This design comes from an exercise in tuning for small area, a short achievable clock period and few clock cycles per item on the open sky130 flow, not from production work. Only simulation tests tie the RTL to the original design; equivalence was not proved. No activity file was given, so power comes from the tool's default toggle rates.

<file path="flow/constraint.sdc">
create_clock -name core_clock -period 11.0 [get_ports {clk}]
set_input_delay 2.2000 -clock core_clock [delete_from_list [all_inputs] [get_ports {clk}]]
set_output_delay 2.2000 -clock core_clock [all_outputs]
set_load 0.01 [all_outputs]
</file>
<file path="flow/design.v">
module irdec (
    input  wire        clk,
    input  wire        rst,
    input  wire        req_valid,
    output wire        req_ready,
    input  wire [2:0]  req_op,
    input  wire [31:0] req_now,
    output reg         rsp_valid,
    output wire [51:0] rsp
);
    localparam [2:0] OP_EDGE  = 3'b001;
    localparam [2:0] OP_CHKTO = 3'b010;
    localparam [2:0] OP_AVAIL = 3'b011;
    localparam [2:0] OP_RECV  = 3'b100;
    localparam [2:0] OP_READ  = 3'b101;
    localparam [2:0] OP_RESET = 3'b111;
    reg [31:0] last_edge;
    reg [31:0] last_event;
    reg [1:0]  tag;         
    reg        pending;
    reg [5:0]  nec_c;
    reg [31:0] nec_data;    
    reg [5:0]  pan_c;
    reg [47:0] pan_data;
    reg        hact;
    reg [7:0]  hp;
    reg [31:0] hash;
    reg [15:0] hprev;
    reg        r_read;      
    reg        r_flag;
    assign req_ready = 1'b1;
    wire acc = req_valid && !rst;
    wire op_edge = (req_op == OP_EDGE);
    wire op_tp   = (req_op == OP_EDGE) || (req_op == OP_CHKTO) || (req_op == OP_AVAIL) ||
                   (req_op == OP_RECV) || (req_op == OP_READ);
    wire [31:0] elapsed = req_now - last_edge;
    wire        sat     = |elapsed[31:16];
    wire [15:0] d       = sat ? 16'hFFFF : elapsed[15:0];
    wire ge_to   = sat || (elapsed[15:0] >= 16'd27000);
    wire ge_nl   = sat || (elapsed[15:0] >= 16'd12375);
    wire ge_nh   = sat || (elapsed[15:0] >= 16'd6750);
    wire ge_ng   = sat || (elapsed[15:0] >= 16'd1687);
    wire ge_pl   = sat || (elapsed[15:0] >= 16'd3456);
    wire ge_pg   = sat || (elapsed[15:0] >= 16'd1296);
    wire [31:0] since_event = req_now - last_event;
    wire        in_window   = (since_event < 32'd162000);
    wire hge2    = hact && (hp != 8'd0);
    wire tp_fire = op_tp && !pending && hge2 && ge_to;
    wire pend1   = pending || tp_fire;
    wire edge_go = acc && op_edge && !pend1;
    wire        nec_bit   = ge_ng;
    wire [31:0] nec_shift = {nec_bit, nec_data[31:1]};
    wire        nec_ck    = (nec_shift[31:24] == ~nec_shift[23:16]);
    reg  [5:0]  nec_c_n;
    reg  [31:0] nec_data_n;
    reg         nec_claim;
    always @* begin
        nec_c_n    = nec_c;
        nec_data_n = nec_data;
        nec_claim  = 1'b0;
        if (ge_to) begin
            nec_c_n = (nec_c == 6'd0) ? 6'd1 : 6'd0;
        end else if (nec_c == 6'd0) begin
        end else if (nec_c == 6'd1) begin
            if (!ge_nh) begin
                nec_c_n = 6'd0;
            end else if (!ge_nl) begin
                nec_c_n = 6'd0;
                if (in_window) begin
                    nec_data_n = 32'hFF00FFFF;
                    nec_claim  = 1'b1;
                end
            end else begin
                nec_c_n = 6'd2;
            end
        end else begin
            nec_data_n = nec_shift;
            if (nec_c != 6'd33) begin
                nec_c_n = nec_c + 6'd1;
            end else begin
                nec_c_n   = 6'd0;
                nec_claim = nec_ck;
            end
        end
    end
    wire        pan_bit   = ge_pg;
    wire [47:0] pan_shift = {pan_bit, pan_data[47:1]};
    wire        pan_ck    = ((pan_shift[23:16] ^ pan_shift[31:24] ^ pan_shift[39:32]) == pan_shift[47:40]);
    reg  [5:0]  pan_c_n;
    reg  [47:0] pan_data_n;
    reg         pan_claim;
    always @* begin
        pan_c_n    = pan_c;
        pan_data_n = pan_data;
        pan_claim  = 1'b0;
        if (ge_to) begin
            pan_c_n = (pan_c == 6'd0) ? 6'd1 : 6'd0;
        end else if (pan_c == 6'd0) begin
        end else if (pan_c == 6'd1) begin
            pan_c_n = ge_pl ? 6'd2 : 6'd0;
        end else begin
            pan_data_n = pan_shift;
            if (pan_c != 6'd49) begin
                pan_c_n = pan_c + 6'd1;
            end else begin
                pan_c_n   = 6'd0;
                pan_claim = pan_ck;
            end
        end
    end
    wire [17:0] new3  = {2'b00, d} + {1'b0, d, 1'b0};
    wire [17:0] prev2 = {1'b0, hprev, 1'b0};
    wire [17:0] prev4 = {hprev, 2'b00};
    wire [1:0]  code  = (new3 <= prev2) ? 2'd0 : (new3 >= prev4) ? 2'd2 : 2'd1;
    wire [31:0] hmul  = hash + {hash[30:0], 1'b0} + {hash[27:0], 4'b0} + {hash[24:0], 7'b0} +
                        {hash[23:0], 8'b0} + {hash[7:0], 24'b0};
    wire [31:0] hfold = {hmul[31:2], hmul[1:0] ^ code};
    reg        hact_n;
    reg [7:0]  hp_n;
    reg [31:0] hash_n;
    reg [15:0] hprev_n;
    reg        hash_claim;
    always @* begin
        hact_n     = hact;
        hp_n       = hp;
        hash_n     = hash;
        hprev_n    = hprev;
        hash_claim = 1'b0;
        if (ge_to) begin
            if (!hact) begin
                hash_n = 32'h811C9DC5;
                hact_n = 1'b1;
                hp_n   = 8'd0;
            end else if (hp != 8'd0) begin
                hash_claim = 1'b1;
            end
        end else if (hact) begin
            hprev_n = d;
            hp_n    = hp + 8'd1;
            if (hp != 8'd0) begin
                hash_n = hfold;
                if (hp == 8'd253)
                    hash_claim = 1'b1;
            end
        end
    end
    wire nec_go  = edge_go;
    wire pan_go  = edge_go && !nec_claim;
    wire hash_go = pan_go && !pan_claim;
    wire s_claim = nec_go && nec_claim || pan_go && pan_claim;
    wire h_claim = hash_go && hash_claim;
    wire read_go = acc && (req_op == OP_READ) && pend1;
    wire clear_all = rst || (acc && (req_op == OP_RESET));
    wire receiving = !pending && !ge_to && ((nec_c != 6'd0) || (pan_c != 6'd0) || hact);
    always @(posedge clk) begin
        if (clear_all) begin
            last_edge  <= 32'd0;
            last_event <= 32'd0;
            tag        <= 2'd0;
            pending    <= 1'b0;
            nec_c      <= 6'd0;
            nec_data   <= 32'd0;
            pan_c      <= 6'd0;
            pan_data   <= 48'd0;
            hact       <= 1'b0;
            hp         <= 8'd0;
            hash       <= 32'd0;
            hprev      <= 16'd0;
        end else begin
            if (edge_go)
                last_edge <= req_now;
            if (s_claim)
                last_event <= req_now;
            if (tp_fire || h_claim)
                tag <= 2'd3;
            else if (nec_go && nec_claim)
                tag <= 2'd1;
            else if (pan_go && pan_claim)
                tag <= 2'd2;
            if (read_go)
                pending <= 1'b0;
            else if (tp_fire || s_claim || h_claim)
                pending <= 1'b1;
            if (nec_go) begin
                nec_c    <= nec_c_n;
                nec_data <= nec_data_n;
            end
            if (pan_go) begin
                pan_c    <= pan_c_n;
                pan_data <= pan_data_n;
            end
            if (read_go && (tp_fire || tag == 2'd3) || s_claim)
                hact <= 1'b0;
            else if (hash_go)
                hact <= hact_n;
            if (hash_go) begin
                hp    <= hp_n;
                hash  <= hash_n;
                hprev <= hprev_n;
            end
        end
    end
    always @(posedge clk) begin
        if (rst) begin
            rsp_valid <= 1'b0;
            r_read    <= 1'b0;
            r_flag    <= 1'b0;
        end else begin
            rsp_valid <= acc;
            r_read    <= read_go;
            r_flag    <= acc && ((req_op == OP_AVAIL) && pend1 || (req_op == OP_RECV) && receiving);
        end
    end
    wire        t_nec  = (tag == 2'd1);
    wire        t_pan  = (tag == 2'd2);
    wire        t_hash = (tag == 2'd3);
    wire [15:0] r_addr = ({16{t_nec}}  & nec_data[15:0]) |
                         ({16{t_pan}}  & pan_data[15:0]) |
                         ({16{t_hash}} & {8'd0, hp});
    wire [31:0] r_cmd  = ({32{t_nec}}  & {24'd0, nec_data[23:16]}) |
                         ({32{t_pan}}  & pan_data[47:16]) |
                         ({32{t_hash}} & hash);
    assign rsp = {r_read, r_read ? tag : 2'b00, r_flag,
                  r_read ? r_addr : 16'd0, r_read ? r_cmd : 32'd0};
endmodule
</file>
<file path="flow/run.sh">
#!/bin/bash
# synth_recipe.tcl (not shown) runs the flow's synth.tcl, then flattens the netlist and writes it again
# the make line also repeats each setting of config.mk as NAME=value (left out here)
make -C /OpenROAD-flow-scripts/flow DESIGN_CONFIG=/design/flow/config.mk WORK_HOME=/design/flow/orfs CLKGATE_MAP_FILE= SYNTH_SCRIPT=/design/flow/synth_recipe.tcl finish
</file>
<file path="flow/config.mk">
export PLATFORM = sky130hd
export DESIGN_NAME = irdec
export DESIGN_NICKNAME = irdec
export VERILOG_FILES = /design/flow/design.v
export SDC_FILE = /design/flow/constraint.sdc
export NUM_CORES = 4
export LEC_CHECK = 0
export CAP_MARGIN = 20
export CORE_MARGIN = 2
export CORE_UTILIZATION = 40
export PLACE_DENSITY = 0.6
export SLEW_MARGIN = 20
</file>
==> impl_metrics.yaml <==
critical_path:
  cp_max_fo: 12
  crit_top_cell: "a21oi_1"
  cp-start-kind: "primary input"
  path_class: "primary input to flop"
  crit_slowest_cell: "or4_4"
  arrival_ns: 10.47
  cp.required_ns: 11.47
  max_stage_delay_ns: 0.55
  setup.worst_path.end_class: "flop"
cts:
  cts_tree: "yes"
  cts_root_buffer: "clkbuf_16"
  cts_sinks: 219
  post_cts_buffers: 0
  cts_max_level: 1
  clk_pin_slew_ns: 0.06
  clkLatencyLatePin_ns: 0.57
  cts_made_buffers: 28
  cts_resized: 0
  cts_buffer_depth: 3
  postCtsHoldBufs: 0
final_layout:
  fin_nets: 2604
  final_cell_mix: "nand2_1 (304), dfxtp_1 (218), a21oi_1 (193)"
  finalNonFillerCells: 2934
  synthToLayoutAreaGrowth_pct: 12.27
  final_util_pct: 45.43
  final_common_cell: "nand2_1"
  layout-drive-gt1-share_pct: 4.942
  n_antenna_cell: 0
synth:
  synth_seq_cells: 219
  synth_nets: 2582
  synthCells: 2283
  async_flop_share_pct: 0
  synth.avg_cell_area_um2: 8.251
  ys_seq_area_share_pct: 23.27
  syn_area_mm2: 0.01884
  synth-edff-count: 0
  synth_ff_type: "dfxtp_1"
  yosysUniqueCellTypes: 90
  yosys_warnings: 1
global_routing:
  antenna_found_initial: 1
  overflow: 0
  grt_max_degree: 85
  track_usage_pct: 21.31
  grt_pass1_vias: 16400
  grt_pass1_wl_mm: 87.04
die:
  die_h_um: 221.0
  rows: 79
  die-area_mm2: 0.04884
  design.core.area_mm2: 0.04656
  io_pins: 92
  start_util_pct: 40.46
  chipWidth_um: 221.0
placement:
  gp_congestion: 0.8879
  io_buffers: 90
  dp.cells: 2882
  post-dp-hpwl_mm: 39.07
worst_hold_path:
  hold_class: "flop to flop"
drt:
  drt-total-wl_mm: 52.79
  vias: 16650
  wire_per_inst_um: 17.99
  drc: 0
  drtPass1Iterations: 6
  detail-route-antenna-nets: 0
  viasPerCell: 5.674
  drt_iter0_markers: 1161
sta:
  rsz0062_at_grt: "no"
  tightest_slew_ns: 1.160
  clock_skew_ns: 0.02246
  final-hold-violation-count: 0
  max_freq_ghz: 0.09994
  setup_viol: 0
  period_share_pct: 90.96
  holdWs_ns: 0.4543
  slew_headroom_pct: 22.09
  period_minus_slack_ns: 10.01
  setup-tns-final_ns: 0
  slew_viol_final: 0
run_status:
  status: "timing/DRC/antenna clean"
power_and_ir_drop:
  vdd_drop_max_mv: 0.1038
  p_per_area_mw_per_mm2: 95.91
  cellLeakagePower_uw: 0.008270
run:
  max-cap-violations: 0
final timing paths:
path	startpoint	to	slack (ns)	depth (start not counted)
hold reg to reg	last_edge[4]	last_edge[4]	0.45	2
hold / removal	last_edge[4]	last_edge[4]	0.45	2
setup / recovery	req_now[18]	hash[0]	0.99	35
setup reg to reg	last_edge[18]	hash[0]	2.84	35
critical path: cells and delay by family:
family | cells | cell delay (ns)
buf+inv | 1 | 0.50
fa+ha+maj | 4 | 1.44
simple gates | 8 | 1.79
compound gates | 21 | 4.31
xor+xnor | 1 | 0.22
sequential cells by signal, summed over array words and instances (netlist names):
register,cells
hact,1
hash,32
hp,8
hprev,16
last_edge,32
last_event,32
nec_c,6
nec_data,32
pan_c,6
pan_data,48
pending,1
r_flag,1
r_read,1
rsp_valid,1
tag,2
per-stage QoR:
| step | area [µm²] | power (µW) | worst slack [ns] |
|---|---|---|---|
| 6_report | 21150 | 2028 | 0.9943 |
| 5_1_grt | 21150 | 2111 | 0.3362 |
| 4_1_cts | 21150 | 2051 | 1.102 |
| 3_5_place_dp | 20190 | 1082 | 0.5679 |
| 3_3_place_gp | 20190 | 1079 | 0.7271 |
| 2_1_floorplan | 18840 | 1002 | 1.257 |
cell usage after synthesis, types with 43 or more instances:
cell type | instances | area [µm²]
nand2_1 | 304 | 1141
dfxtp_1 | 219 | 4384
a21oi_1 | 194 | 970.9
ha_1 | 178 | 2227
inv_1 | 130 | 488.0
nor2_1 | 126 | 473.0
mux2i_1 | 109 | 1091
fa_1 | 83 | 1662
clkbuf_1 | 78 | 292.8
xnor2_1 | 70 | 613.1
nor3_1 | 65 | 325.3
nand3_1 | 59 | 295.3
o21ai_0 | 59 | 295.3
nand2b_1 | 45 | 281.5
nor2b_1 | 43 | 269.0
cell families after synthesis:
logic type / count (synthesis) / share of synthesized area (%)
and+or+nand+nor: 786 / 20.20
AOI/OAI and AO/OA: 538 / 18.79
adders and majority gates: 261 / 20.64
buffers and inverters: 244 / 5.227
DFF: 219 / 23.27
muxes: 127 / 6.868
xor gates and xnor gates: 107 / 4.975
other: 1 / 0.01991
metal layers:
layer  track usage (%)  wire length (µm)  vias to the layer above
li1                  -                 -                     8169
met1             28.79             24310                     8020
met2             36.62             25230                      390
met3             2.218              2178                       69
met4             4.720              1064                        0
met5                 0                 0                        -
power by group:
group | leakage [µW] | total, µW | switching (µW) | internal, µW
clock | 0.000479 | 959 | 384 | 576
sequential | 0.00176 | 801 | 5.16 | 796
combinational | 0.00603 | 268 | 167 | 100
total | 0.00827 | 2030 | 556 | 1470
layout make-up:
cell class                 instances  area [µm²]
clock buffer                      42       843.3
clock inverter                    10       118.9
fill                            4548       25410
inverter                         130       488.0
multi-input combinational       1820       13530
sequential                       219        4385
tap                              607       759.5
timing repair buffer             106        1021
Testbench counts, summed over its fixed seeds: cycles 24,263, items 24,255.

-- re-timing with driven ports --
The results above use ideal ports. As a check the final layout listed here was re-extracted and re-timed, cells and wires unchanged.
Step 1 assumes that a clkbuf_16 drives the clock port and a buf_2 every other input.
Step 2 moves the port delays by t, midway between the first and last clock arrival at a register: inputs arrive t later, outputs are due t later. That takes back most of the time a late clock gives input paths.
Three values: no drivers, after step 1, after step 2; two values: the first two.
shift t [ns]: 0.623
setup WS [ns]: 0.994 / 0.991 / 0.369
hold slack, ns: 0.454 / 0.454 / 0.454
worst setup path after step 2: input to register
After both steps this run still meets setup and hold. The setup slack of this run moves by -0.003 ns with the drivers and by -0.625 ns with both steps.
